What follows belongs to an exercise in optimizing a design on an open flow for small area, a short achievable clock period and few clock cycles; a production flow would make more cautious choices. The RTL was checked by simulation tests, not by an equivalence proof against the original design.

$ cat flow/config.mk
export PLATFORM = sky130hd
export DESIGN_NAME = ssdv_huffdec
export DESIGN_NICKNAME = ssdv_huffdec
export VERILOG_FILES = /design/flow/design.v
export SDC_FILE = /design/flow/constraint.sdc
export NUM_CORES = 4
export LEC_CHECK = 0
export ABC_AREA = 1
export CAP_MARGIN = 20
export CORE_MARGIN = 2
export CORE_UTILIZATION = 45
export CTS_BUF_LIST = sky130_fd_sc_hd__clkbuf_4 sky130_fd_sc_hd__clkbuf_8
export PLACE_DENSITY = 0.6
export SLEW_MARGIN = 20
export SYNTH_MEMORY_MAX_BITS = 65536
$ cat flow/constraint.sdc
create_clock -name core_clock -period 8.0 [get_ports {clk}]
set_input_delay 1.6000 -clock core_clock [delete_from_list [all_inputs] [get_ports {clk}]]
set_output_delay 1.6000 -clock core_clock [all_outputs]
set_load 0.01 [all_outputs]
$ cat flow/design.v
module ssdv_huff_dec(tsel, w, n, run, size);
  input [1:0] tsel;
  wire [1:0] tsel;
  input [15:0] w;
  wire [15:0] w;
  output [4:0] n;
  wire [4:0] n;
  output [3:0] run;
  wire [3:0] run;
  output [3:0] size;
  wire [3:0] size;
  wire _0000_;
  wire _0001_;
  wire _0002_;
  wire _0003_;
  wire _0004_;
  wire _0005_;
  wire _0006_;
  wire _0007_;
  wire _0008_;
  wire _0009_;
  wire _0010_;
  wire _0011_;
  wire _0012_;
  wire _0013_;
  wire _0014_;
  wire _0015_;
  wire _0016_;
  wire _0017_;
  wire _0018_;
  wire _0019_;
  wire _0020_;
  wire _0021_;
  wire _0022_;
  wire _0023_;
  wire _0024_;
  wire _0025_;
  wire _0026_;
  wire _0027_;
  wire _0028_;
  wire _0029_;
  wire _0030_;
  wire _0031_;
  wire _0032_;
  wire _0033_;
  wire _0034_;
  wire _0035_;
  wire _0036_;
  wire _0037_;
  wire _0038_;
  wire _0039_;
  wire _0040_;
  wire _0041_;
  wire _0042_;
  wire _0043_;
  wire _0044_;
  wire _0045_;
  wire _0046_;
  wire _0047_;
  wire _0048_;
  wire _0049_;
  wire _0050_;
  wire _0051_;
  wire _0052_;
  wire _0053_;
  wire _0054_;
  wire _0055_;
  wire _0056_;
  wire _0057_;
  wire _0058_;
  wire _0059_;
  wire _0060_;
  wire _0061_;
  wire _0062_;
  wire _0063_;
  wire _0064_;
  wire _0065_;
  wire _0066_;
  wire _0067_;
  wire _0068_;
  wire _0069_;
  wire _0070_;
  wire _0071_;
  wire _0072_;
  wire _0073_;
  wire _0074_;
  wire _0075_;
  wire _0076_;
  wire _0077_;
  wire _0078_;
  wire _0079_;
  wire _0080_;
  wire _0081_;
  wire _0082_;
  wire _0083_;
  wire _0084_;
  wire _0085_;
  wire _0086_;
  wire _0087_;
  wire _0088_;
  wire _0089_;
  wire _0090_;
  wire _0091_;
  wire _0092_;
  wire _0093_;
  wire _0094_;
  wire _0095_;
  wire _0096_;
  wire _0097_;
  wire _0098_;
  wire _0099_;
  wire _0100_;
  wire _0101_;
  wire _0102_;
  wire _0103_;
  wire _0104_;
  wire _0105_;
  wire _0106_;
  wire _0107_;
  wire _0108_;
  wire _0109_;
  wire _0110_;
  wire _0111_;
  wire _0112_;
  wire _0113_;
  wire _0114_;
  wire _0115_;
  wire _0116_;
  wire _0117_;
  wire _0118_;
  wire _0119_;
  wire _0120_;
  wire _0121_;
  wire _0122_;
  wire _0123_;
  wire _0124_;
  wire _0125_;
  wire _0126_;
  wire _0127_;
  wire _0128_;
  wire _0129_;
  wire _0130_;
  wire _0131_;
  wire _0132_;
  wire _0133_;
  wire _0134_;
  wire _0135_;
  wire _0136_;
  wire _0137_;
  wire _0138_;
  wire _0139_;
  wire _0140_;
  wire _0141_;
  wire _0142_;
  wire _0143_;
  wire _0144_;
  wire _0145_;
  wire _0146_;
  wire _0147_;
  wire _0148_;
  wire _0149_;
  wire _0150_;
  wire _0151_;
  wire _0152_;
  wire _0153_;
  wire _0154_;
  wire _0155_;
  wire _0156_;
  wire _0157_;
  wire _0158_;
  wire _0159_;
  wire _0160_;
  wire _0161_;
  wire _0162_;
  wire _0163_;
  wire _0164_;
  wire _0165_;
  wire _0166_;
  wire _0167_;
  wire _0168_;
  wire _0169_;
  wire _0170_;
  wire _0171_;
  wire _0172_;
  wire _0173_;
  wire _0174_;
  wire _0175_;
  wire _0176_;
  wire _0177_;
  wire _0178_;
  wire _0179_;
  wire _0180_;
  wire _0181_;
  wire _0182_;
  wire _0183_;
  wire _0184_;
  wire _0185_;
  wire _0186_;
  wire _0187_;
  wire _0188_;
  wire _0189_;
  wire _0190_;
  wire _0191_;
  wire _0192_;
  wire _0193_;
  wire _0194_;
  wire _0195_;
  wire _0196_;
  wire _0197_;
  wire _0198_;
  wire _0199_;
  wire _0200_;
  wire _0201_;
  wire _0202_;
  wire _0203_;
  wire _0204_;
  wire _0205_;
  wire _0206_;
  wire _0207_;
  wire _0208_;
  wire _0209_;
  wire _0210_;
  wire _0211_;
  wire _0212_;
  wire _0213_;
  wire _0214_;
  wire _0215_;
  wire _0216_;
  wire _0217_;
  wire _0218_;
  wire _0219_;
  wire _0220_;
  wire _0221_;
  wire _0222_;
  wire _0223_;
  wire _0224_;
  wire _0225_;
  wire _0226_;
  wire _0227_;
  wire _0228_;
  wire _0229_;
  wire _0230_;
  wire _0231_;
  wire _0232_;
  wire _0233_;
  wire _0234_;
  wire _0235_;
  wire _0236_;
  wire _0237_;
  wire _0238_;
  wire _0239_;
  wire _0240_;
  wire _0241_;
  wire _0242_;
  wire _0243_;
  wire _0244_;
  wire _0245_;
  wire _0246_;
  wire _0247_;
  wire _0248_;
  wire _0249_;
  wire _0250_;
  wire _0251_;
  wire _0252_;
  wire _0253_;
  wire _0254_;
  wire _0255_;
  wire _0256_;
  wire _0257_;
  wire _0258_;
  wire _0259_;
  wire _0260_;
  wire _0261_;
  wire _0262_;
  wire _0263_;
  wire _0264_;
  wire _0265_;
  wire _0266_;
  wire _0267_;
  wire _0268_;
  wire _0269_;
  wire _0270_;
  wire _0271_;
  wire _0272_;
  wire _0273_;
  wire _0274_;
  wire _0275_;
  wire _0276_;
  wire _0277_;
  wire _0278_;
  wire _0279_;
  wire _0280_;
  wire _0281_;
  wire _0282_;
  wire _0283_;
  wire _0284_;
  wire _0285_;
  wire _0286_;
  wire _0287_;
  wire _0288_;
  wire _0289_;
  wire _0290_;
  wire _0291_;
  wire _0292_;
  wire _0293_;
  wire _0294_;
  wire _0295_;
  wire _0296_;
  wire _0297_;
  wire _0298_;
  wire _0299_;
  wire _0300_;
  wire _0301_;
  wire _0302_;
  wire _0303_;
  wire _0304_;
  wire _0305_;
  wire _0306_;
  wire _0307_;
  wire _0308_;
  wire _0309_;
  wire _0310_;
  wire _0311_;
  wire _0312_;
  wire _0313_;
  wire _0314_;
  wire _0315_;
  wire _0316_;
  wire _0317_;
  wire _0318_;
  wire _0319_;
  wire _0320_;
  wire _0321_;
  wire _0322_;
  wire _0323_;
  wire _0324_;
  wire _0325_;
  wire _0326_;
  wire _0327_;
  wire _0328_;
  wire _0329_;
  wire _0330_;
  wire _0331_;
  wire _0332_;
  wire _0333_;
  wire _0334_;
  wire _0335_;
  wire _0336_;
  wire _0337_;
  wire _0338_;
  wire _0339_;
  wire _0340_;
  wire _0341_;
  wire _0342_;
  wire _0343_;
  wire _0344_;
  wire _0345_;
  wire _0346_;
  wire _0347_;
  wire _0348_;
  wire _0349_;
  wire _0350_;
  wire _0351_;
  wire _0352_;
  wire _0353_;
  wire _0354_;
  wire _0355_;
  wire _0356_;
  wire _0357_;
  wire _0358_;
  wire _0359_;
  wire _0360_;
  wire _0361_;
  wire _0362_;
  wire _0363_;
  wire _0364_;
  wire _0365_;
  wire _0366_;
  wire _0367_;
  wire _0368_;
  wire _0369_;
  wire _0370_;
  wire _0371_;
  wire _0372_;
  wire _0373_;
  wire _0374_;
  wire _0375_;
  wire _0376_;
  wire _0377_;
  wire _0378_;
  wire _0379_;
  wire _0380_;
  wire _0381_;
  wire _0382_;
  wire _0383_;
  wire _0384_;
  wire _0385_;
  wire _0386_;
  wire _0387_;
  wire _0388_;
  wire _0389_;
  wire _0390_;
  wire _0391_;
  wire _0392_;
  wire _0393_;
  wire _0394_;
  wire _0395_;
  wire _0396_;
  wire _0397_;
  wire _0398_;
  wire _0399_;
  wire _0400_;
  wire _0401_;
  wire _0402_;
  wire _0403_;
  wire _0404_;
  wire _0405_;
  wire _0406_;
  wire _0407_;
  wire _0408_;
  wire _0409_;
  wire _0410_;
  wire _0411_;
  wire _0412_;
  wire _0413_;
  wire _0414_;
  wire _0415_;
  wire _0416_;
  wire _0417_;
  wire _0418_;
  wire _0419_;
  wire _0420_;
  wire _0421_;
  wire _0422_;
  wire _0423_;
  wire _0424_;
  wire _0425_;
  wire _0426_;
  wire _0427_;
  wire _0428_;
  wire _0429_;
  wire _0430_;
  wire _0431_;
  wire _0432_;
  wire _0433_;
  wire _0434_;
  wire _0435_;
  wire _0436_;
  wire _0437_;
  wire _0438_;
  wire _0439_;
  wire _0440_;
  wire _0441_;
  wire _0442_;
  wire _0443_;
  wire _0444_;
  wire _0445_;
  wire _0446_;
  wire _0447_;
  wire _0448_;
  wire _0449_;
  wire _0450_;
  wire _0451_;
  wire _0452_;
  wire _0453_;
  wire _0454_;
  wire _0455_;
  wire _0456_;
  wire _0457_;
  wire _0458_;
  wire _0459_;
  wire _0460_;
  wire _0461_;
  wire _0462_;
  wire _0463_;
  wire _0464_;
  wire _0465_;
  wire _0466_;
  wire _0467_;
  wire _0468_;
  wire _0469_;
  wire _0470_;
  wire _0471_;
  wire _0472_;
  wire _0473_;
  wire _0474_;
  wire _0475_;
  wire _0476_;
  wire _0477_;
  wire _0478_;
  wire _0479_;
  wire _0480_;
  wire _0481_;
  wire _0482_;
  wire _0483_;
  wire _0484_;
  wire _0485_;
  wire _0486_;
  wire _0487_;
  wire _0488_;
  wire _0489_;
  wire _0490_;
  wire _0491_;
  wire _0492_;
  wire _0493_;
  wire _0494_;
  wire _0495_;
  wire _0496_;
  wire _0497_;
  wire _0498_;
  wire _0499_;
  wire _0500_;
  wire _0501_;
  wire _0502_;
  wire _0503_;
  wire _0504_;
  wire _0505_;
  wire _0506_;
  wire _0507_;
  wire _0508_;
  wire _0509_;
  wire _0510_;
  wire _0511_;
  wire _0512_;
  wire _0513_;
  wire _0514_;
  wire _0515_;
  wire _0516_;
  wire _0517_;
  wire _0518_;
  wire _0519_;
  wire _0520_;
  wire _0521_;
  wire _0522_;
  wire _0523_;
  wire _0524_;
  wire _0525_;
  wire _0526_;
  wire _0527_;
  wire _0528_;
  wire _0529_;
  wire _0530_;
  wire _0531_;
  wire _0532_;
  wire _0533_;
  wire _0534_;
  wire _0535_;
  wire _0536_;
  wire _0537_;
  wire _0538_;
  wire _0539_;
  wire _0540_;
  wire _0541_;
  wire _0542_;
  wire _0543_;
  wire _0544_;
  wire _0545_;
  wire _0546_;
  wire _0547_;
  wire _0548_;
  wire _0549_;
  wire _0550_;
  wire _0551_;
  wire _0552_;
  wire _0553_;
  wire _0554_;
  wire _0555_;
  wire _0556_;
  wire _0557_;
  wire _0558_;
  wire _0559_;
  wire _0560_;
  wire _0561_;
  wire _0562_;
  wire _0563_;
  wire _0564_;
  wire _0565_;
  wire _0566_;
  wire _0567_;
  wire _0568_;
  wire _0569_;
  wire _0570_;
  wire _0571_;
  wire _0572_;
  wire _0573_;
  wire _0574_;
  wire _0575_;
  wire _0576_;
  wire _0577_;
  wire _0578_;
  wire _0579_;
  wire _0580_;
  wire _0581_;
  wire _0582_;
  wire _0583_;
  wire _0584_;
  wire _0585_;
  wire _0586_;
  wire _0587_;
  wire _0588_;
  wire _0589_;
  wire _0590_;
  wire _0591_;
  wire _0592_;
  wire _0593_;
  wire _0594_;
  wire _0595_;
  wire _0596_;
  wire _0597_;
  wire _0598_;
  wire _0599_;
  wire _0600_;
  wire _0601_;
  wire _0602_;
  wire _0603_;
  wire _0604_;
  wire _0605_;
  wire _0606_;
  wire _0607_;
  wire _0608_;
  wire _0609_;
  wire _0610_;
  wire _0611_;
  wire _0612_;
  wire _0613_;
  wire _0614_;
  wire _0615_;
  wire _0616_;
  wire _0617_;
  wire _0618_;
  wire _0619_;
  wire _0620_;
  wire _0621_;
  wire _0622_;
  wire _0623_;
  wire _0624_;
  wire _0625_;
  wire _0626_;
  wire _0627_;
  wire _0628_;
  wire _0629_;
  wire _0630_;
  wire _0631_;
  wire _0632_;
  wire _0633_;
  wire _0634_;
  wire _0635_;
  wire _0636_;
  wire _0637_;
  wire _0638_;
  wire _0639_;
  wire _0640_;
  wire _0641_;
  wire _0642_;
  wire _0643_;
  wire _0644_;
  wire _0645_;
  wire _0646_;
  wire _0647_;
  wire _0648_;
  wire _0649_;
  assign _0219_ = w[9] & w[10];
  assign _0230_ = ~_0219_;
  assign _0241_ = ~w[11];
  assign _0251_ = ~w[12];
  assign _0262_ = w[13] & ~(w[14]);
  assign _0273_ = _0262_ | ~(w[15]);
  assign _0284_ = w[13] & ~(_0273_);
  assign _0295_ = _0284_ & ~(_0251_);
  assign _0306_ = _0295_ & ~(_0241_);
  assign _0317_ = w[7] & w[8];
  assign _0328_ = ~(_0317_ & _0306_);
  assign _0339_ = ~(_0328_ | _0230_);
  assign _0349_ = ~_0339_;
  assign _0360_ = ~(w[5] & w[6]);
  assign _0371_ = ~(_0360_ & _0339_);
  assign _0381_ = w[15] & ~(w[14]);
  assign _0392_ = _0381_ & ~(w[12]);
  assign _0402_ = _0371_ & ~(_0392_);
  assign _0413_ = tsel[0] & ~(_0402_);
  assign _0424_ = ~(_0413_ | _0349_);
  assign _0435_ = ~w[9];
  assign _0446_ = ~tsel[1];
  assign _0456_ = _0306_ & ~(_0446_);
  assign _0467_ = _0456_ & ~(_0435_);
  assign _0478_ = ~w[10];
  assign _0489_ = _0478_ & ~(_0317_);
  assign _0499_ = _0489_ & _0467_;
  assign _0510_ = _0456_ & ~(_0230_);
  assign _0521_ = ~w[7];
  assign _0532_ = _0521_ ? w[6] : _0360_;
  assign _0543_ = _0532_ | w[8];
  assign _0554_ = ~w[5];
  assign _0565_ = w[6] | w[7];
  assign _0575_ = _0554_ & ~(_0565_);
  assign _0585_ = _0543_ & ~(_0575_);
  assign _0596_ = ~tsel[0];
  assign _0606_ = ~(w[7] | w[8]);
  assign _0616_ = w[6] & ~(_0606_);
  assign _0620_ = _0596_ & ~(_0616_);
  assign _0621_ = ~(_0620_ & _0585_);
  assign _0622_ = _0510_ & ~(_0621_);
  assign _0623_ = tsel[0] | ~(w[8]);
  assign _0624_ = w[6] & ~(_0623_);
  assign _0625_ = w[5] | ~(w[4]);
  assign _0626_ = _0625_ | ~(_0624_);
  assign _0627_ = _0510_ & ~(_0626_);
  assign _0628_ = _0627_ | _0622_;
  assign _0629_ = _0628_ | _0499_;
  assign _0630_ = ~(tsel[0] & w[8]);
  assign _0631_ = ~(w[9] | w[10]);
  assign _0632_ = ~(_0631_ & _0456_);
  assign _0633_ = ~(_0632_ | _0630_);
  assign _0634_ = w[10] & ~(_0317_);
  assign _0635_ = w[10] | ~(tsel[0]);
  assign _0636_ = ~(_0635_ & _0623_);
  assign _0637_ = _0636_ | _0634_;
  assign _0638_ = _0456_ & ~(_0637_);
  assign _0639_ = _0638_ | _0633_;
  assign _0640_ = tsel[0] & tsel[1];
  assign _0641_ = ~(_0640_ & _0219_);
  assign _0642_ = _0641_ | ~(_0306_);
  assign _0643_ = ~(_0642_ | _0585_);
  assign _0644_ = w[15] & ~(w[13]);
  assign _0645_ = tsel[1] & ~(w[12]);
  assign _0646_ = tsel[0] & ~(_0645_);
  assign _0647_ = _0644_ & ~(_0646_);
  assign _0648_ = tsel[0] & ~(w[11]);
  assign _0649_ = ~_0648_;
  assign _0000_ = _0647_ & ~(_0649_);
  assign _0001_ = w[6] & w[10];
  assign _0002_ = ~(_0001_ & _0317_);
  assign _0003_ = _0456_ & ~(_0002_);
  assign _0004_ = _0003_ | _0000_;
  assign _0005_ = _0004_ | _0643_;
  assign _0006_ = _0005_ | _0639_;
  assign _0007_ = _0006_ | _0629_;
  assign _0008_ = ~(_0007_ | _0424_);
  assign _0009_ = tsel[1] & ~(tsel[0]);
  assign _0010_ = _0295_ & ~(_0446_);
  assign _0011_ = _0010_ & ~(_0631_);
  assign _0012_ = w[12] & ~(w[11]);
  assign _0013_ = ~(_0012_ & _0284_);
  assign _0014_ = ~(_0013_ | _0011_);
  assign _0015_ = ~(_0014_ & _0009_);
  assign _0016_ = ~(tsel[0] | w[10]);
  assign _0017_ = ~_0016_;
  assign _0018_ = ~(_0645_ & w[11]);
  assign _0019_ = _0018_ | ~(_0284_);
  assign _0020_ = _0017_ & ~(_0019_);
  assign _0021_ = _0640_ & _0381_;
  assign _0022_ = ~(w[14] | w[15]);
  assign _0023_ = _0022_ & _0009_;
  assign _0024_ = _0023_ | _0021_;
  assign _0025_ = w[15] | ~(w[14]);
  assign _0026_ = tsel[0] & ~(_0025_);
  assign _0027_ = _0026_ | _0024_;
  assign _0028_ = _0596_ & ~(_0025_);
  assign _0029_ = _0644_ | _0381_;
  assign _0030_ = _0029_ | _0028_;
  assign _0031_ = tsel[0] | tsel[1];
  assign _0032_ = _0031_ | ~(w[13]);
  assign _0033_ = _0030_ & ~(_0032_);
  assign _0034_ = _0033_ | _0027_;
  assign _0035_ = _0034_ | _0020_;
  assign _0036_ = _0015_ & ~(_0035_);
  assign _0037_ = ~(tsel[0] | w[8]);
  assign _0038_ = _0037_ & ~(_0360_);
  assign _0039_ = _0017_ & ~(_0038_);
  assign _0040_ = _0467_ & ~(_0039_);
  assign _0041_ = ~w[14];
  assign _0042_ = _0647_ & ~(_0041_);
  assign _0043_ = _0009_ & ~(_0012_);
  assign _0044_ = _0043_ | ~(_0042_);
  assign _0045_ = ~(w[12] & w[13]);
  assign _0046_ = _0381_ & ~(_0045_);
  assign _0047_ = _0046_ & _0009_;
  assign _0048_ = _0047_ | ~(_0044_);
  assign _0049_ = _0030_ & ~(_0048_);
  assign _0050_ = _0049_ & _0042_;
  assign _0051_ = w[14] & ~(_0645_);
  assign _0052_ = _0051_ | tsel[0];
  assign _0053_ = _0052_ | ~(_0284_);
  assign _0054_ = ~(_0053_ | _0020_);
  assign _0055_ = _0054_ & ~(_0241_);
  assign _0056_ = ~(_0013_ | _0641_);
  assign _0057_ = _0056_ & ~(w[8]);
  assign _0058_ = _0057_ | _0055_;
  assign _0059_ = _0058_ | _0050_;
  assign _0060_ = _0059_ | _0040_;
  assign _0061_ = _0036_ & ~(_0060_);
  assign _0062_ = ~(_0061_ & _0008_);
  assign _0063_ = ~w[2];
  assign _0064_ = ~(w[4] | w[5]);
  assign _0065_ = _0064_ & ~(w[3]);
  assign _0066_ = tsel[0] & ~(w[6]);
  assign _0067_ = _0066_ & _0065_;
  assign _0068_ = ~_0317_;
  assign _0069_ = _0510_ & ~(_0068_);
  assign _0070_ = _0069_ & _0067_;
  assign _0071_ = _0070_ & ~(_0063_);
  assign _0072_ = _0065_ & ~(w[1]);
  assign _0073_ = w[2] | w[6];
  assign _0074_ = _0072_ & ~(_0073_);
  assign _0075_ = _0069_ & ~(_0596_);
  assign _0076_ = ~w[6];
  assign _0077_ = ~(w[3] & w[0]);
  assign _0078_ = ~(w[4] & w[5]);
  assign _0079_ = w[3] & ~(_0078_);
  assign _0080_ = ~(w[2] & w[3]);
  assign _0081_ = _0080_ & _0064_;
  assign _0082_ = ~(_0081_ | _0079_);
  assign _0083_ = _0082_ | _0077_;
  assign _0084_ = _0082_ & ~(w[0]);
  assign _0085_ = ~w[3];
  assign _0086_ = ~(w[2] & w[1]);
  assign _0087_ = _0085_ & ~(_0086_);
  assign _0088_ = _0087_ & ~(_0078_);
  assign _0089_ = _0088_ | _0084_;
  assign _0090_ = _0089_ | ~(_0083_);
  assign _0091_ = w[4] & ~(w[1]);
  assign _0092_ = w[3] & ~(w[0]);
  assign _0093_ = _0092_ | _0091_;
  assign _0094_ = w[1] & ~(w[4]);
  assign _0095_ = _0094_ | w[2];
  assign _0096_ = _0093_ & ~(_0095_);
  assign _0097_ = _0096_ | w[5];
  assign _0098_ = _0093_ & ~(_0094_);
  assign _0099_ = w[2] & ~(_0098_);
  assign _0100_ = _0097_ & ~(_0099_);
  assign _0101_ = w[3] | w[0];
  assign _0102_ = _0101_ & _0077_;
  assign _0103_ = ~(_0102_ | _0079_);
  assign _0104_ = _0100_ ? _0102_ : _0103_;
  assign _0105_ = _0076_ ? _0090_ : _0104_;
  assign _0106_ = _0105_ & _0075_;
  assign _0107_ = ~(w[2] | w[4]);
  assign _0108_ = _0107_ & ~(w[1]);
  assign _0109_ = w[2] | w[0];
  assign _0110_ = _0091_ & ~(_0109_);
  assign _0111_ = _0101_ & ~(_0110_);
  assign _0112_ = ~(_0111_ | _0108_);
  assign _0113_ = w[6] & ~(w[5]);
  assign _0114_ = ~w[4];
  assign _0115_ = _0114_ & ~(_0086_);
  assign _0116_ = _0115_ & ~(_0092_);
  assign _0117_ = _0113_ & ~(_0116_);
  assign _0118_ = ~(_0117_ & _0102_);
  assign _0119_ = ~_0092_;
  assign _0120_ = w[3] | ~(w[0]);
  assign _0121_ = ~(_0120_ | _0091_);
  assign _0122_ = _0121_ | _0095_;
  assign _0123_ = _0122_ & ~(_0116_);
  assign _0124_ = ~(_0123_ | _0360_);
  assign _0125_ = w[1] & ~(_0092_);
  assign _0126_ = _0107_ & ~(_0125_);
  assign _0127_ = _0126_ | _0360_;
  assign _0128_ = _0127_ & ~(_0124_);
  assign _0129_ = _0119_ & ~(_0128_);
  assign _0130_ = _0118_ & ~(_0129_);
  assign _0131_ = ~(_0130_ | _0112_);
  assign _0132_ = ~w[0];
  assign _0133_ = _0086_ | ~(_0079_);
  assign _0134_ = w[2] | w[3];
  assign _0135_ = w[1] & ~(_0134_);
  assign _0136_ = _0064_ & ~(_0135_);
  assign _0137_ = _0133_ & ~(_0136_);
  assign _0138_ = _0132_ & ~(_0137_);
  assign _0139_ = w[5] | ~(w[3]);
  assign _0140_ = _0094_ & ~(_0139_);
  assign _0141_ = _0140_ | _0063_;
  assign _0142_ = _0141_ | _0137_;
  assign _0143_ = _0107_ & ~(_0139_);
  assign _0144_ = _0143_ | _0132_;
  assign _0145_ = _0142_ & ~(_0144_);
  assign _0146_ = _0145_ | w[6];
  assign _0147_ = ~(_0146_ | _0138_);
  assign _0148_ = _0069_ & ~(tsel[0]);
  assign _0149_ = _0148_ & ~(_0147_);
  assign _0150_ = _0149_ & ~(_0131_);
  assign _0151_ = _0150_ | _0106_;
  assign _0152_ = _0151_ & ~(_0074_);
  assign _0153_ = _0152_ | _0071_;
  assign n[0] = _0062_ & ~(_0153_);
  assign _0154_ = ~_0064_;
  assign _0155_ = _0132_ & ~(_0086_);
  assign _0156_ = _0133_ & ~(_0155_);
  assign _0157_ = _0154_ & ~(_0156_);
  assign _0158_ = _0091_ & ~(_0101_);
  assign _0159_ = _0083_ & ~(_0158_);
  assign _0160_ = _0554_ & ~(_0159_);
  assign _0161_ = _0140_ | w[6];
  assign _0162_ = _0161_ | _0160_;
  assign _0163_ = ~(_0094_ | _0091_);
  assign _0164_ = ~w[1];
  assign _0165_ = _0164_ & ~(_0092_);
  assign _0166_ = _0165_ | _0554_;
  assign _0167_ = _0166_ | _0163_;
  assign _0168_ = w[1] | ~(w[2]);
  assign _0169_ = _0168_ | _0064_;
  assign _0170_ = _0167_ & ~(_0169_);
  assign _0171_ = _0170_ | _0162_;
  assign _0172_ = _0171_ | _0157_;
  assign _0173_ = _0091_ | _0063_;
  assign _0174_ = _0117_ & ~(_0173_);
  assign _0175_ = _0124_ | _0596_;
  assign _0176_ = ~(_0175_ | _0174_);
  assign _0177_ = _0080_ & ~(_0135_);
  assign _0178_ = w[4] & ~(_0177_);
  assign _0179_ = _0158_ & ~(_0063_);
  assign _0180_ = _0179_ | _0127_;
  assign _0181_ = _0180_ | _0178_;
  assign _0182_ = ~_0181_;
  assign _0183_ = w[6] & ~(_0097_);
  assign _0184_ = _0099_ ? _0182_ : _0183_;
  assign _0185_ = _0184_ | ~(_0176_);
  assign _0186_ = _0172_ & ~(_0185_);
  assign _0187_ = w[0] & ~(_0094_);
  assign _0188_ = _0187_ | _0104_;
  assign _0189_ = _0091_ ? _0109_ : _0063_;
  assign _0190_ = _0188_ & ~(_0189_);
  assign _0191_ = ~(_0115_ & _0132_);
  assign _0192_ = ~(_0191_ & _0113_);
  assign _0193_ = _0192_ | _0190_;
  assign _0194_ = _0140_ & ~(_0155_);
  assign _0195_ = w[1] | ~(w[0]);
  assign _0196_ = _0063_ & ~(_0195_);
  assign _0197_ = ~(_0196_ | _0194_);
  assign _0198_ = _0109_ & _0086_;
  assign _0199_ = _0154_ & ~(_0198_);
  assign _0200_ = _0199_ | _0072_;
  assign _0201_ = _0197_ & ~(_0200_);
  assign _0202_ = _0201_ | w[6];
  assign _0203_ = ~(_0181_ & _0596_);
  assign _0204_ = _0203_ | ~(_0202_);
  assign _0205_ = _0193_ & ~(_0204_);
  assign _0206_ = _0205_ | _0186_;
  assign _0207_ = ~_0069_;
  assign _0208_ = _0070_ & ~(w[2]);
  assign _0209_ = _0208_ | _0207_;
  assign _0210_ = _0209_ | _0206_;
  assign _0211_ = _0624_ & ~(_0064_);
  assign _0212_ = _0543_ & ~(_0211_);
  assign _0213_ = _0510_ & ~(_0212_);
  assign _0214_ = tsel[0] & ~(tsel[1]);
  assign _0215_ = _0219_ | ~(_0214_);
  assign _0216_ = _0306_ & ~(_0215_);
  assign _0217_ = _0216_ | _0069_;
  assign _0218_ = _0217_ | _0003_;
  assign _0220_ = ~(_0218_ | _0213_);
  assign _0221_ = tsel[0] & ~(w[7]);
  assign _0222_ = _0221_ & ~(w[8]);
  assign _0223_ = _0222_ & _0499_;
  assign _0224_ = _0284_ & ~(tsel[1]);
  assign _0225_ = _0224_ & ~(_0306_);
  assign _0226_ = ~(_0225_ | _0048_);
  assign _0227_ = w[10] & w[11];
  assign _0228_ = _0295_ & ~(_0227_);
  assign _0229_ = _0284_ & ~(_0649_);
  assign _0231_ = _0229_ | _0228_;
  assign _0232_ = _0231_ | ~(_0226_);
  assign _0233_ = _0232_ & ~(_0223_);
  assign _0234_ = _0616_ & _0510_;
  assign _0235_ = _0435_ & ~(_0328_);
  assign _0236_ = _0317_ ? _0635_ : _0478_;
  assign _0237_ = _0236_ | ~(_0456_);
  assign _0238_ = ~(_0237_ | _0235_);
  assign _0239_ = _0238_ & ~(_0234_);
  assign _0240_ = _0239_ | _0233_;
  assign _0242_ = _0240_ | _0424_;
  assign _0243_ = _0220_ & ~(_0242_);
  assign n[3] = _0210_ & ~(_0243_);
  assign _0244_ = _0115_ & ~(_0192_);
  assign _0245_ = _0171_ | ~(_0143_);
  assign _0246_ = _0085_ & ~(_0115_);
  assign _0247_ = _0111_ & ~(_0246_);
  assign _0248_ = _0113_ & ~(_0247_);
  assign _0249_ = _0086_ & ~(_0094_);
  assign _0250_ = _0249_ | _0077_;
  assign _0252_ = _0158_ | _0360_;
  assign _0253_ = _0114_ & ~(_0080_);
  assign _0254_ = ~(_0134_ | _0094_);
  assign _0255_ = _0254_ | _0253_;
  assign _0256_ = _0255_ | _0252_;
  assign _0257_ = _0250_ & ~(_0256_);
  assign _0258_ = _0257_ | _0248_;
  assign _0259_ = _0245_ & ~(_0258_);
  assign _0260_ = _0087_ | _0154_;
  assign _0261_ = _0260_ | _0190_;
  assign _0263_ = _0087_ & ~(_0064_);
  assign _0264_ = _0086_ & ~(_0085_);
  assign _0265_ = _0264_ | w[6];
  assign _0266_ = _0265_ | _0263_;
  assign _0267_ = _0261_ & ~(_0266_);
  assign _0268_ = _0259_ & ~(_0267_);
  assign _0269_ = _0268_ | _0155_;
  assign _0270_ = _0087_ & ~(w[0]);
  assign _0271_ = _0270_ | _0162_;
  assign _0272_ = _0269_ & ~(_0271_);
  assign _0274_ = _0156_ & ~(_0202_);
  assign _0275_ = w[4] | ~(w[2]);
  assign _0276_ = _0275_ & ~(_0110_);
  assign _0277_ = _0554_ & ~(_0276_);
  assign _0278_ = ~_0100_;
  assign _0279_ = _0100_ & ~(_0076_);
  assign _0280_ = w[3] ? _0278_ : _0279_;
  assign _0281_ = _0274_ ? _0277_ : _0280_;
  assign _0282_ = _0281_ | _0272_;
  assign _0283_ = _0282_ | ~(_0186_);
  assign _0285_ = _0086_ & ~(w[3]);
  assign _0286_ = _0259_ & ~(_0285_);
  assign _0287_ = ~(_0286_ & w[4]);
  assign _0288_ = _0287_ | ~(_0283_);
  assign _0289_ = _0114_ & ~(_0286_);
  assign _0290_ = _0289_ | _0065_;
  assign _0291_ = _0288_ & ~(_0290_);
  assign _0292_ = _0291_ | _0244_;
  assign _0293_ = _0114_ & ~(_0283_);
  assign _0294_ = _0293_ | _0207_;
  assign _0296_ = _0292_ & ~(_0294_);
  assign _0297_ = w[9] & ~(_0317_);
  assign _0298_ = _0037_ ? _0435_ : _0297_;
  assign _0299_ = _0298_ | _0241_;
  assign _0300_ = _0596_ & ~(_0299_);
  assign _0301_ = _0230_ & ~(_0300_);
  assign _0302_ = tsel[0] & ~(w[8]);
  assign _0303_ = tsel[0] & ~(w[5]);
  assign _0304_ = w[6] & ~(_0303_);
  assign _0305_ = w[9] & ~(_0304_);
  assign _0307_ = _0305_ | w[7];
  assign _0308_ = w[8] & ~(w[7]);
  assign _0309_ = tsel[0] | ~(w[5]);
  assign _0310_ = _0308_ & ~(_0309_);
  assign _0311_ = _0310_ | ~(_0227_);
  assign _0312_ = _0307_ & ~(_0311_);
  assign _0313_ = _0312_ | _0302_;
  assign _0314_ = _0313_ | _0301_;
  assign _0315_ = ~(_0227_ & _0010_);
  assign _0316_ = _0076_ & ~(_0315_);
  assign _0318_ = _0316_ | _0435_;
  assign _0319_ = _0002_ & ~(_0302_);
  assign _0320_ = _0319_ | _0241_;
  assign _0321_ = _0318_ & ~(_0320_);
  assign _0322_ = _0314_ & ~(_0321_);
  assign _0323_ = _0010_ & ~(_0322_);
  assign _0324_ = _0054_ | _0643_;
  assign _0325_ = _0324_ | _0070_;
  assign _0326_ = _0219_ & ~(_0596_);
  assign _0327_ = _0016_ | w[11];
  assign _0329_ = _0521_ & ~(_0630_);
  assign _0330_ = _0329_ | ~(_0327_);
  assign _0331_ = ~(_0330_ & _0011_);
  assign _0332_ = ~(_0331_ | _0326_);
  assign _0333_ = _0332_ & ~(_0649_);
  assign _0334_ = ~_0640_;
  assign _0335_ = _0049_ & ~(_0041_);
  assign _0336_ = _0335_ & ~(_0334_);
  assign _0337_ = _0336_ | _0333_;
  assign _0338_ = _0337_ | _0325_;
  assign _0340_ = _0338_ | _0323_;
  assign run[1] = _0340_ | _0296_;
  assign _0341_ = tsel[0] & ~(_0282_);
  assign _0342_ = _0596_ & ~(_0268_);
  assign _0343_ = _0342_ | _0349_;
  assign _0344_ = _0343_ | _0341_;
  assign _0345_ = ~(_0632_ | w[8]);
  assign _0346_ = _0219_ & ~(w[8]);
  assign _0347_ = _0346_ | _0251_;
  assign _0348_ = _0347_ & ~(_0012_);
  assign _0350_ = _0031_ | ~(_0284_);
  assign _0351_ = _0348_ & ~(_0350_);
  assign _0352_ = ~(_0351_ | _0345_);
  assign _0353_ = w[12] | ~(w[10]);
  assign _0354_ = _0284_ & ~(_0353_);
  assign _0355_ = _0354_ | _0046_;
  assign _0356_ = _0352_ & ~(_0355_);
  assign _0357_ = _0356_ | _0334_;
  assign _0358_ = _0336_ & ~(_0241_);
  assign _0359_ = w[9] & ~(_0489_);
  assign _0361_ = w[11] & ~(_0359_);
  assign _0362_ = w[7] & ~(w[8]);
  assign _0363_ = _0361_ & ~(_0362_);
  assign _0364_ = w[7] & ~(_0360_);
  assign _0365_ = _0001_ & ~(_0364_);
  assign _0366_ = _0346_ & ~(_0066_);
  assign _0367_ = _0366_ & ~(_0365_);
  assign _0368_ = ~(_0001_ & _0114_);
  assign _0369_ = _0308_ & ~(_0368_);
  assign _0370_ = _0327_ & ~(_0369_);
  assign _0372_ = w[9] & ~(_0370_);
  assign _0373_ = _0372_ | _0367_;
  assign _0374_ = _0373_ | _0363_;
  assign _0375_ = _0011_ & ~(_0374_);
  assign _0376_ = _0375_ | _0060_;
  assign _0377_ = _0376_ | _0358_;
  assign _0378_ = _0357_ & ~(_0377_);
  assign run[0] = _0344_ & ~(_0378_);
  assign _0379_ = _0168_ & _0067_;
  assign _0380_ = _0379_ | w[5];
  assign _0382_ = _0380_ ^ _0288_;
  assign _0383_ = _0069_ & ~(_0382_);
  assign _0384_ = _0362_ | _0308_;
  assign _0385_ = ~(_0384_ & _0316_);
  assign _0386_ = _0585_ & ~(_0222_);
  assign _0387_ = _0001_ & ~(_0386_);
  assign _0388_ = _0037_ & ~(_0365_);
  assign _0389_ = w[6] | ~(w[7]);
  assign _0390_ = _0389_ & ~(_0310_);
  assign _0391_ = _0634_ & ~(_0390_);
  assign _0393_ = _0391_ | _0388_;
  assign _0394_ = _0393_ | _0387_;
  assign _0395_ = _0385_ & ~(_0394_);
  assign _0396_ = _0467_ & ~(_0395_);
  assign _0397_ = _0332_ | _0020_;
  assign _0398_ = _0397_ | _0396_;
  assign run[2] = _0398_ | _0383_;
  assign _0399_ = ~_0360_;
  assign _0400_ = _0510_ & ~(_0521_);
  assign _0401_ = ~(_0400_ & _0399_);
  assign _0403_ = _0401_ | _0288_;
  assign _0404_ = _0510_ & ~(_0565_);
  assign _0405_ = _0404_ | _0326_;
  assign _0406_ = _0239_ & ~(_0405_);
  assign _0407_ = ~(_0113_ & _0339_);
  assign _0408_ = w[12] & ~(w[13]);
  assign _0409_ = _0018_ & ~(_0408_);
  assign _0410_ = w[14] & ~(_0409_);
  assign _0411_ = _0410_ | _0014_;
  assign _0412_ = _0407_ & ~(_0411_);
  assign _0414_ = tsel[0] & ~(_0412_);
  assign _0415_ = _0009_ & ~(w[13]);
  assign _0416_ = _0415_ & ~(_0335_);
  assign _0417_ = _0416_ | _0627_;
  assign _0418_ = ~(_0417_ | _0414_);
  assign _0419_ = _0418_ & ~(_0406_);
  assign _0420_ = ~(_0306_ & _0446_);
  assign _0421_ = _0420_ | _0317_;
  assign _0422_ = _0421_ & ~(_0235_);
  assign _0423_ = _0422_ | _0478_;
  assign _0425_ = _0346_ | tsel[1];
  assign _0426_ = ~(_0425_ | _0423_);
  assign _0427_ = ~(tsel[1] | w[13]);
  assign _0428_ = _0427_ & ~(_0041_);
  assign _0429_ = _0428_ | _0026_;
  assign _0430_ = ~(_0429_ | _0426_);
  assign _0431_ = _0630_ | ~(_0219_);
  assign _0432_ = _0013_ | ~(_0431_);
  assign _0433_ = _0036_ & ~(_0432_);
  assign _0434_ = ~(_0052_ | _0273_);
  assign _0436_ = w[13] & ~(_0214_);
  assign _0437_ = _0381_ & ~(_0436_);
  assign _0438_ = _0024_ & ~(_0437_);
  assign _0439_ = _0438_ | _0434_;
  assign _0440_ = _0439_ | _0003_;
  assign _0441_ = _0440_ | _0639_;
  assign _0442_ = _0400_ & ~(_0394_);
  assign _0443_ = ~_0221_;
  assign _0444_ = _0606_ | w[5];
  assign _0445_ = _0317_ | tsel[0];
  assign _0447_ = _0444_ ? _0443_ : _0445_;
  assign _0448_ = _0316_ & ~(_0447_);
  assign _0449_ = _0448_ | _0442_;
  assign _0450_ = _0449_ | _0441_;
  assign _0451_ = ~(_0450_ | _0433_);
  assign _0452_ = ~(_0451_ & _0430_);
  assign _0453_ = _0419_ & ~(_0452_);
  assign _0454_ = _0453_ | _0151_;
  assign size[0] = _0403_ & ~(_0454_);
  assign _0455_ = _0413_ | ~(_0220_);
  assign _0457_ = _0234_ & ~(_0455_);
  assign _0458_ = ~(_0431_ | _0154_);
  assign _0459_ = _0457_ & ~(_0458_);
  assign _0460_ = ~(_0298_ & _0443_);
  assign _0461_ = _0456_ & ~(_0460_);
  assign _0462_ = _0229_ & ~(_0446_);
  assign _0463_ = _0462_ & ~(_0011_);
  assign _0464_ = _0463_ | _0461_;
  assign _0465_ = _0015_ & ~(_0464_);
  assign _0466_ = _0478_ & ~(_0465_);
  assign _0468_ = _0032_ | ~(_0381_);
  assign _0469_ = ~(_0468_ & _0226_);
  assign _0470_ = _0469_ | _0217_;
  assign _0471_ = _0470_ & ~(_0208_);
  assign _0472_ = _0471_ | _0466_;
  assign _0473_ = ~(_0110_ & _0079_);
  assign _0474_ = ~(_0473_ & _0086_);
  assign _0475_ = ~(_0474_ | _0171_);
  assign _0476_ = _0176_ & ~(_0475_);
  assign _0477_ = _0114_ & ~(_0264_);
  assign _0479_ = _0477_ | _0063_;
  assign _0480_ = _0107_ | _0360_;
  assign _0481_ = _0135_ | _0480_;
  assign _0482_ = _0481_ | ~(_0479_);
  assign _0483_ = _0482_ & ~(_0274_);
  assign _0484_ = _0483_ | _0074_;
  assign _0485_ = _0183_ & ~(_0099_);
  assign _0486_ = _0485_ | tsel[0];
  assign _0487_ = _0484_ & ~(_0486_);
  assign _0488_ = _0487_ | _0476_;
  assign _0490_ = _0100_ ? _0120_ : _0119_;
  assign _0491_ = ~(_0490_ ^ _0163_);
  assign _0492_ = _0491_ | ~(_0485_);
  assign _0493_ = ~(_0492_ & _0069_);
  assign _0494_ = _0488_ & ~(_0493_);
  assign _0495_ = _0472_ & ~(_0494_);
  assign size[2] = _0495_ | _0459_;
  assign _0496_ = _0606_ & ~(_0642_);
  assign _0497_ = _0031_ | ~(_0295_);
  assign _0498_ = _0497_ | _0361_;
  assign _0500_ = _0299_ & ~(_0498_);
  assign _0501_ = _0500_ | _0496_;
  assign _0502_ = _0501_ | _0455_;
  assign _0503_ = _0331_ | w[10];
  assign _0504_ = _0016_ & ~(_0297_);
  assign _0505_ = _0113_ & ~(_0431_);
  assign _0506_ = _0505_ | _0504_;
  assign _0507_ = _0503_ & ~(_0506_);
  assign _0508_ = _0456_ & ~(_0507_);
  assign _0509_ = _0214_ & _0335_;
  assign _0511_ = _0645_ | ~(_0647_);
  assign _0512_ = _0044_ & ~(_0511_);
  assign _0513_ = ~(_0512_ | _0056_);
  assign _0514_ = ~(_0513_ & _0352_);
  assign _0515_ = _0514_ | _0509_;
  assign _0516_ = _0515_ | _0508_;
  assign _0517_ = ~(_0221_ & _0554_);
  assign _0518_ = _0510_ & ~(_0517_);
  assign _0519_ = _0016_ & ~(_0013_);
  assign _0520_ = _0028_ & ~(_0427_);
  assign _0522_ = _0520_ | _0437_;
  assign _0523_ = _0522_ | _0519_;
  assign _0524_ = _0523_ | _0463_;
  assign _0525_ = _0524_ | _0518_;
  assign _0526_ = _0525_ | _0516_;
  assign _0527_ = _0526_ | _0502_;
  assign _0528_ = ~(_0491_ & w[6]);
  assign _0529_ = _0086_ | _0077_;
  assign _0530_ = ~(_0529_ | _0360_);
  assign _0531_ = _0530_ | _0528_;
  assign _0533_ = _0264_ & ~(_0154_);
  assign _0534_ = ~(_0533_ & _0197_);
  assign _0535_ = _0125_ & ~(_0477_);
  assign _0536_ = ~(_0101_ & _0164_);
  assign _0537_ = _0625_ | ~(_0168_);
  assign _0538_ = _0537_ | ~(_0536_);
  assign _0539_ = ~(_0538_ & _0167_);
  assign _0540_ = _0539_ | _0535_;
  assign _0541_ = _0534_ & ~(_0540_);
  assign _0542_ = _0541_ | w[6];
  assign _0544_ = ~(_0542_ & _0075_);
  assign _0545_ = _0531_ & ~(_0544_);
  assign _0546_ = ~(_0528_ | _0139_);
  assign _0547_ = ~(_0146_ ^ _0065_);
  assign _0548_ = ~(_0547_ | _0257_);
  assign _0549_ = _0114_ & ~(_0109_);
  assign _0550_ = _0164_ & ~(_0549_);
  assign _0551_ = ~(_0550_ & _0548_);
  assign _0552_ = ~(_0551_ | _0546_);
  assign _0553_ = w[1] & ~(_0548_);
  assign _0555_ = _0623_ | ~(_0400_);
  assign _0556_ = _0163_ | w[0];
  assign _0557_ = w[2] & ~(w[6]);
  assign _0558_ = _0557_ | _0139_;
  assign _0559_ = _0558_ | _0187_;
  assign _0560_ = _0556_ & ~(_0559_);
  assign _0561_ = _0560_ | _0555_;
  assign _0562_ = _0561_ | _0553_;
  assign _0563_ = ~(_0562_ | _0552_);
  assign _0564_ = _0563_ & ~(_0074_);
  assign _0566_ = _0564_ | _0545_;
  assign size[1] = _0527_ & ~(_0566_);
  assign _0567_ = _0016_ & ~(_0420_);
  assign _0568_ = ~(_0458_ & _0456_);
  assign _0569_ = _0568_ & ~(_0339_);
  assign _0570_ = _0008_ & ~(_0569_);
  assign _0571_ = _0570_ | _0567_;
  assign _0572_ = _0424_ | ~(_0053_);
  assign _0573_ = _0019_ & ~(_0404_);
  assign _0574_ = _0309_ & ~(_0573_);
  assign _0576_ = _0466_ | _0049_;
  assign _0577_ = _0576_ | _0574_;
  assign _0578_ = _0577_ | _0572_;
  assign _0579_ = _0578_ | _0502_;
  assign _0580_ = _0579_ | _0571_;
  assign _0581_ = _0494_ & ~(_0530_);
  assign n[2] = _0580_ & ~(_0581_);
  assign _0582_ = _0544_ & ~(_0563_);
  assign _0583_ = _0544_ & ~(_0530_);
  assign _0584_ = ~(_0583_ | _0528_);
  assign _0586_ = _0584_ | _0208_;
  assign _0587_ = _0586_ | _0582_;
  assign _0588_ = ~(_0390_ | _0315_);
  assign _0589_ = _0519_ & _0011_;
  assign _0590_ = _0262_ & ~(_0009_);
  assign _0591_ = _0590_ & ~(_0646_);
  assign _0592_ = _0591_ | _0022_;
  assign _0593_ = _0592_ | _0567_;
  assign _0594_ = _0593_ | _0589_;
  assign _0595_ = _0594_ | _0588_;
  assign _0597_ = _0419_ & ~(_0595_);
  assign _0598_ = tsel[0] & ~(_0430_);
  assign _0599_ = _0572_ | _0516_;
  assign _0600_ = _0599_ | _0598_;
  assign _0601_ = _0597_ & ~(_0600_);
  assign n[1] = _0587_ & ~(_0601_);
  assign _0602_ = _0530_ | ~(_0069_);
  assign _0603_ = _0206_ & ~(_0602_);
  assign _0604_ = ~(_0423_ | _0218_);
  assign _0605_ = _0604_ | _0223_;
  assign _0607_ = _0605_ | _0603_;
  assign size[3] = _0607_ | _0571_;
  assign _0608_ = ~(_0303_ & _0094_);
  assign _0609_ = _0608_ & _0078_;
  assign _0610_ = _0609_ & ~(_0074_);
  assign _0611_ = _0610_ | _0291_;
  assign _0612_ = _0611_ ? _0076_ : _0399_;
  assign _0613_ = _0069_ & ~(_0612_);
  assign _0614_ = _0406_ | ~(_0385_);
  assign _0615_ = _0614_ & ~(_0518_);
  assign _0617_ = _0615_ | _0633_;
  assign run[3] = _0617_ | _0613_;
  assign _0618_ = _0605_ | _0339_;
  assign _0619_ = _0618_ | _0457_;
  assign n[4] = _0619_ & ~(_0208_);
endmodule
module ssdv_huffdec (
    input  wire        clk,
    input  wire        rst,
    input  wire        in_valid,
    output wire        in_ready,
    input  wire        in_start,
    input  wire [7:0]  in_byte,
    output reg         out_valid,
    input  wire        out_ready,
    output reg  [1:0]  out_kind,
    output reg  [1:0]  out_comp,
    output reg  [5:0]  out_k,
    output wire [11:0] out_val
);
    localparam K_DC = 2'd0, K_AC = 2'd1, K_END = 2'd2;
    reg  [36:0] acc;
    reg  [5:0]  cnt;         
    reg         pend;        
    reg  [1:0]  pmode;
    reg  [1:0]  mode;        
    reg  [1:0]  comp;        
    reg  [1:0]  ycnt;        
    reg         dc;          
    reg  [5:0]  k;           
    reg         endq;        
    assign in_ready = !pend && (cnt <= 6'd29);
    wire take = in_valid && in_ready;
    wire [62:0] ext = {acc, 26'd0};
    wire [25:0] win = ext[cnt +: 26];
    wire [4:0]  n;
    wire [3:0]  run, size;
    ssdv_huff_dec u_dec (.tsel({!dc, comp != 2'd0}), .w(win[25:10]),
                         .n(n), .run(run), .size(size));
    wire        have    = ({1'b0, n} <= cnt);
    wire        out_free = !out_valid || out_ready;
    wire        fire    = have && out_free && !endq;
    wire        apply_start = pend && !have && !endq;
    wire [36:0] mshift = {11'd0, win} << n;
    wire [10:0] mask   = ~(11'h7ff << size);
    wire [10:0] mb     = mshift[36:26] & mask;
    wire        mneg   = (size != 4'd0) && !(|(mb & ~(mask >> 1)));
    wire [11:0] mraw   = mneg ? {1'b1, mb | ~mask} : {1'b0, mb};
    reg  [11:0] out_raw;
    reg         out_neg;
    assign out_val = out_raw + {11'd0, out_neg};
    wire        is_eob = !dc && (size == 4'd0) && (run == 4'd0);
    wire        is_zrl = !dc && (size == 4'd0) && (run == 4'd15);
    wire [5:0]  pos    = k + {2'd0, run};
    wire [5:0]  kp1    = k + 6'd1;
    wire [5:0]  pos1   = kp1 + {2'd0, run};              
    wire        pos63  = (k[5:4] == 2'b11) && (run == ~k[3:0]);    
    wire [6:0]  k16    = {1'b0, k} + 7'd16;
    wire        last_y = (mode == 2'd0) ? (ycnt == 2'd3) :
                         (mode == 2'd3) ? 1'b1 : (ycnt == 2'd1);
    wire [1:0]  comp_nb = (comp == 2'd0) ? (last_y ? 2'd1 : 2'd0) :
                          (comp == 2'd1) ? 2'd2 : 2'd0;
    wire [1:0]  ycnt_nb = (comp == 2'd0) ? ycnt + 2'd1 : 2'd0;
    wire [5:0]  cnt_b   = cnt + ((take && !in_start) ? 6'd8 : 6'd0);
    wire [5:0]  cnt_nx  = fire ? cnt_b - {1'b0, n} : cnt_b;
    always @(posedge clk) begin
        if (rst) begin
            cnt       <= 6'd0;
            pend      <= 1'b0;
            mode      <= 2'd0;
            comp      <= 2'd0;
            ycnt      <= 2'd0;
            dc        <= 1'b1;
            k         <= 6'd1;
            endq      <= 1'b0;
            out_valid <= 1'b0;
        end else begin
            if (take) begin
                if (in_start) begin
                    pend  <= 1'b1;
                    pmode <= in_byte[1:0];
                end else begin
                    acc <= {acc[28:0], in_byte};
                end
            end
            if (apply_start) begin
                cnt  <= take && !in_start ? 6'd8 : 6'd0;
                pend <= 1'b0;
                mode <= pmode;
                comp <= 2'd0;
                ycnt <= 2'd0;
                dc   <= 1'b1;
                k    <= 6'd1;
            end else begin
                cnt <= cnt_nx;
            end
            if (out_valid && out_ready) out_valid <= 1'b0;
            if (endq && out_free) begin
                out_valid <= 1'b1;
                out_kind  <= K_END;
                out_k     <= 6'd0;
                out_raw   <= 12'd0;
                out_neg   <= 1'b0;
                endq      <= 1'b0;
            end
            if (fire) begin
                if (dc) begin
                    out_valid <= 1'b1;
                    out_kind  <= K_DC;
                    out_comp  <= comp;
                    out_k     <= 6'd0;
                    out_raw   <= mraw;
                    out_neg   <= mneg;
                    dc        <= 1'b0;
                    k         <= 6'd1;
                end else if (is_eob || (is_zrl && k16[6])) begin
                    out_valid <= 1'b1;
                    out_kind  <= K_END;
                    out_comp  <= comp;
                    out_k     <= 6'd0;
                    out_raw   <= 12'd0;
                out_neg   <= 1'b0;
                    dc        <= 1'b1;
                    comp      <= comp_nb;
                    ycnt      <= ycnt_nb;
                end else if (is_zrl) begin
                    k <= k16[5:0];
                end else begin
                    out_valid <= 1'b1;
                    out_kind  <= K_AC;
                    out_comp  <= comp;
                    out_k     <= pos;
                    out_raw   <= mraw;
                    out_neg   <= mneg;
                    k         <= pos1;
                    if (pos63) begin
                        endq <= 1'b1;
                        dc   <= 1'b1;
                        comp <= comp_nb;
                        ycnt <= ycnt_nb;
                    end
                end
            end
        end
    end
endmodule
$ cat flow/run.sh
#!/bin/bash
# synth_recipe.tcl (not shown) runs the flow's synth.tcl, then flattens the netlist and writes it again
# the make line also repeats each setting of config.mk as NAME=value (left out here)
make -C /OpenROAD-flow-scripts/flow DESIGN_CONFIG=/design/flow/config.mk WORK_HOME=/design/flow/orfs CLKGATE_MAP_FILE= SYNTH_SCRIPT=/design/flow/synth_recipe.tcl finish
==> results.sh <==
export IMPL_layout_core_utilization_pct=47.8
export IMPL_num_rows=59
export IMPL_syn_area_per_cell_um2=5.87
export IMPL_yosys_cell_types_count=56
export IMPL_final_max_slew_violation_count=0
export IMPL_layout_drive_gt1_share_pct=7.77
export IMPL_yosys_warnings=1
export IMPL_timing_setup_tns_ns=0
export IMPL_final_nets=2042
export IMPL_tritoncts_num_buffers=9
export IMPL_netlist_area_leader_share_pct=20.3
export IMPL_syn_instance_count=2018
export IMPL_io_pins=37
export IMPL_slew_headroom_pct=28.2
export IMPL_grt_first_pass_wirelength_um=71400
export IMPL_first_global_vias=12700
export IMPL_core_area_mm2=0.0260
export IMPL_routed_via_density=6.01
export IMPL_dp_slack_ns=1.37
export IMPL_tritoncts_num_sinks=84
export IMPL_dpl_hpwl_um=34900
export IMPL_finalClockSkew_ns=0.0148
export IMPL_detailed_place_area_mm2=0.0122
export IMPL_num_antenna_cells=0
export IMPL_grt_setup_unrepaired="false"
export IMPL_num_fill_cells=2847
export IMPL_critical_path_peak_fanout=38
export IMPL_critical_path_class="flip-flop to flip-flop"
export IMPL_finalHoldViolCount=0
export IMPL_wl_per_cell_um=19.4
export IMPL_antenna_left=0
export IMPL_cts_resized_gates=0
export IMPL_cts_setup_buffers=0
export IMPL_area_growth_syn_to_layout_pct=4.80
export IMPL_synth_enable_flop_cells=62
export IMPL_clock_period_minus_final_worst_setup_slack_ns=6.80
export IMPL_worst_ep_required_time_ns=8.31
export IMPL_clk_pin_slew_ns=0.09
export IMPL_critical_path_max_stage_delay_ns=0.59
export IMPL_worstMarginPinSlew_ns=1.08
export IMPL_max_cap_viol_count=0
export IMPL_synth_seq_cells=84
export IMPL_layout_common_cells="sky130_fd_sc_hd__nand2_1 (640), sky130_fd_sc_hd__nand3_1 (449), sky130_fd_sc_hd__nor2_1 (169)"
export IMPL_floorplan_die_width_um=166
export IMPL_grt_use_total_pct=32.1
export IMPL_finalSetupViolations=0
export IMPL_multi_input_area_mm2=0.00833
export IMPL_crit_path_top_delay_cell="sky130_fd_sc_hd__nor2_1"
export IMPL_clock_fmax_mhz=147
export IMPL_synth_ff_type="sky130_fd_sc_hd__edfxtp_1"
export IMPL_design_die_area_mm2=0.0276
export IMPL_finished_layout_cell_area_mm2=0.0124
export IMPL_clock_tree_buffer_depth=2
export IMPL_critPathCaptureType="flip-flop"
export IMPL_number_of_antenna_violations_at_the_first_check_in_global_routing=0
export IMPL_outcome="complete, no violations"
export IMPL_gr_total_overflow=0
export IMPL_mostFrequentLayoutCell="sky130_fd_sc_hd__nand2_1"
export IMPL_initial_core_util_pct=45.6
export IMPL_drt_drc_violations_left=0
export IMPL_post_synth_instance_area_mm2=0.0118
export IMPL_synth_largest_area_cell="sky130_fd_sc_hd__nand2_1"
export IMPL_drtPass1Iterations=8
export IMPL_critPathArrivalTime_ns=7.11
export IMPL_min_path_type="flip-flop to flip-flop"
export IMPL_route_vias_total=14000
export IMPL_clock_tree_root_cell="sky130_fd_sc_hd__clkbuf_8"
export IMPL_die_height_um=166
export IMPL_ys_seq_area_share_pct=19.4
export IMPL_synth_area_top_cells="sky130_fd_sc_hd__nand2_1 (20%), sky130_fd_sc_hd__nand3_1 (19%), sky130_fd_sc_hd__edfxtp_1 (16%), sky130_fd_sc_hd__nor2_1 (5.4%), sky130_fd_sc_hd__inv_1 (4.1%)"
export IMPL_ys_async_sr_fraction_pct=0
export IMPL_critPathLaunchType="flip-flop"
export IMPL_clock_latency_ns=0.39
export IMPL_area_taken_by_flip_flops_and_latches_mm2=0.00230
export IMPL_drt_total_wl_um=45200
export IMPL_cts_hold_buf=0
export IMPL_tritoncts="yes"
export IMPL_fin_ws_ns=1.20
export IMPL_synth_nets=2069
export IMPL_hold_worst_slack_ns=0.490
export IMPL_htree_levels=3
export IMPL_io_buffers=36
export IMPL_grt_max_degree=44
export IMPL_timing_final_crit_share_pct=85.0
export IMPL_initialDrtViolationCount=1766
export IMPL_gpl_final_weighted_congestion=1.00
[per-layer routing]
| metal | GRT usage, % | vias up | wire length (um) |
|---|---|---|---|
| li1 | - | 6741 | - |
| met1 | 44.0 | 6396 | 19600 |
| met2 | 51.5 | 731 | 20500 |
| met3 | 3.84 | 132 | 3280 |
| met4 | 13.2 | 0 | 1870 |
| met5 | 0 | - | 0 |
[Yosys cell counts (22+ instances only)]
| cell type | count |
|---|---|
| sky130_fd_sc_hd__inv_2 | 31 |
| sky130_fd_sc_hd__buf_2 | 45 |
| sky130_fd_sc_hd__nor2_1 | 169 |
| sky130_fd_sc_hd__o21ai_0 | 39 |
| sky130_fd_sc_hd__edfxtp_1 | 62 |
| sky130_fd_sc_hd__nand2_1 | 640 |
| sky130_fd_sc_hd__ha_1 | 35 |
| sky130_fd_sc_hd__a21oi_1 | 60 |
| sky130_fd_sc_hd__nand2_2 | 25 |
| sky130_fd_sc_hd__o21ai_1 | 26 |
| sky130_fd_sc_hd__nand4_1 | 70 |
| sky130_fd_sc_hd__dfxtp_1 | 22 |
| sky130_fd_sc_hd__nand3_1 | 449 |
| sky130_fd_sc_hd__inv_1 | 128 |
[layout make-up]
class	count	share of cell area, %
multi-input combinational	1668	67.1
sequential	84	18.5
inverter	173	5.28
timing repair buffer	55	4.05
tap	335	3.38
clock buffer	9	0.997
clock inverter	7	0.655
[flip-flops by register name, indices dropped and copies added, names as in the netlist, 2 cells and up]
signal and flops:
acc 37, cnt 6, comp 2, k 6, mode 2, out_comp 2
out_k 6, out_kind 2, out_raw 12, pmode 2, ycnt 2
[worst paths after layout]
path / startpoint / to / slack [ns] / cells after the start
min: pmode[1] / mode[1] / 0.49 / 2
max: cnt[1] / ycnt[0] / 1.20 / 32
max reg2reg: cnt[1] / ycnt[0] / 1.20 / 32
min reg2reg: pmode[1] / mode[1] / 0.49 / 2
[worst max-delay path: cells and delay by family (launching register included)]
kind	cells	cell delay, ns
compound gates	4	0.63
buf+inv	7	1.53
simple gates	19	3.55
fa+ha+maj	2	0.62
flops	1	0.36
[cells by family (layout without fill, tap and decap cells)]
group / count (synthesis) / count (layout) / share of synthesized area (%)
AND/OR/NAND/NOR: 1430 / 1430 / 55.7
XOR/XNOR: 22 / 22 / 1.63
buffers and inverters: 266 / 244 / 10.3
AO/OA/AOI/OAI: 178 / 178 / 8.73
flip-flops: 84 / 84 / 19.4
adder cells (fa/ha/maj): 38 / 38 / 4.20
[per-stage QoR]
step           std cells
6_report            2331
2_1_floorplan       2018
4_1_cts             2331
3_5_place_dp        2315
3_3_place_gp        2315
5_1_grt             2331
Testbench counts, summed over its fixed seeds: cycles 11,360.

==> port drivers added, routing unchanged <==
How much do the figures lean on ideal ports? The routed layout below was timed once more, with nothing changed but the port constraints. Step 1 assumes that a clkbuf_16 drives the clock port and a buf_2 every other input. Step 2 adds t to the input delays and takes it off the output delays; t is the mean of the earliest and latest rising clock arrival at the registers after step 1. Input paths then give back, and output paths get back, about the clock's delay inside the block. Three values: no drivers, after step 1, after step 2; two values: the first two.
t (ns): 0.423
setup slack, ns: 1.199 / 1.199 / 1.199
hold WS [ns]: 0.490 / 0.490 / 0.490
latest minus earliest clock arrival (ns): 0.015 / 0.015
worst register clock-pin slew, ns: 0.10 / 0.10
After both steps setup and hold are still met in this run. The setup slack of this run moves by 0.000 ns with the drivers and by 0.000 ns with both steps.
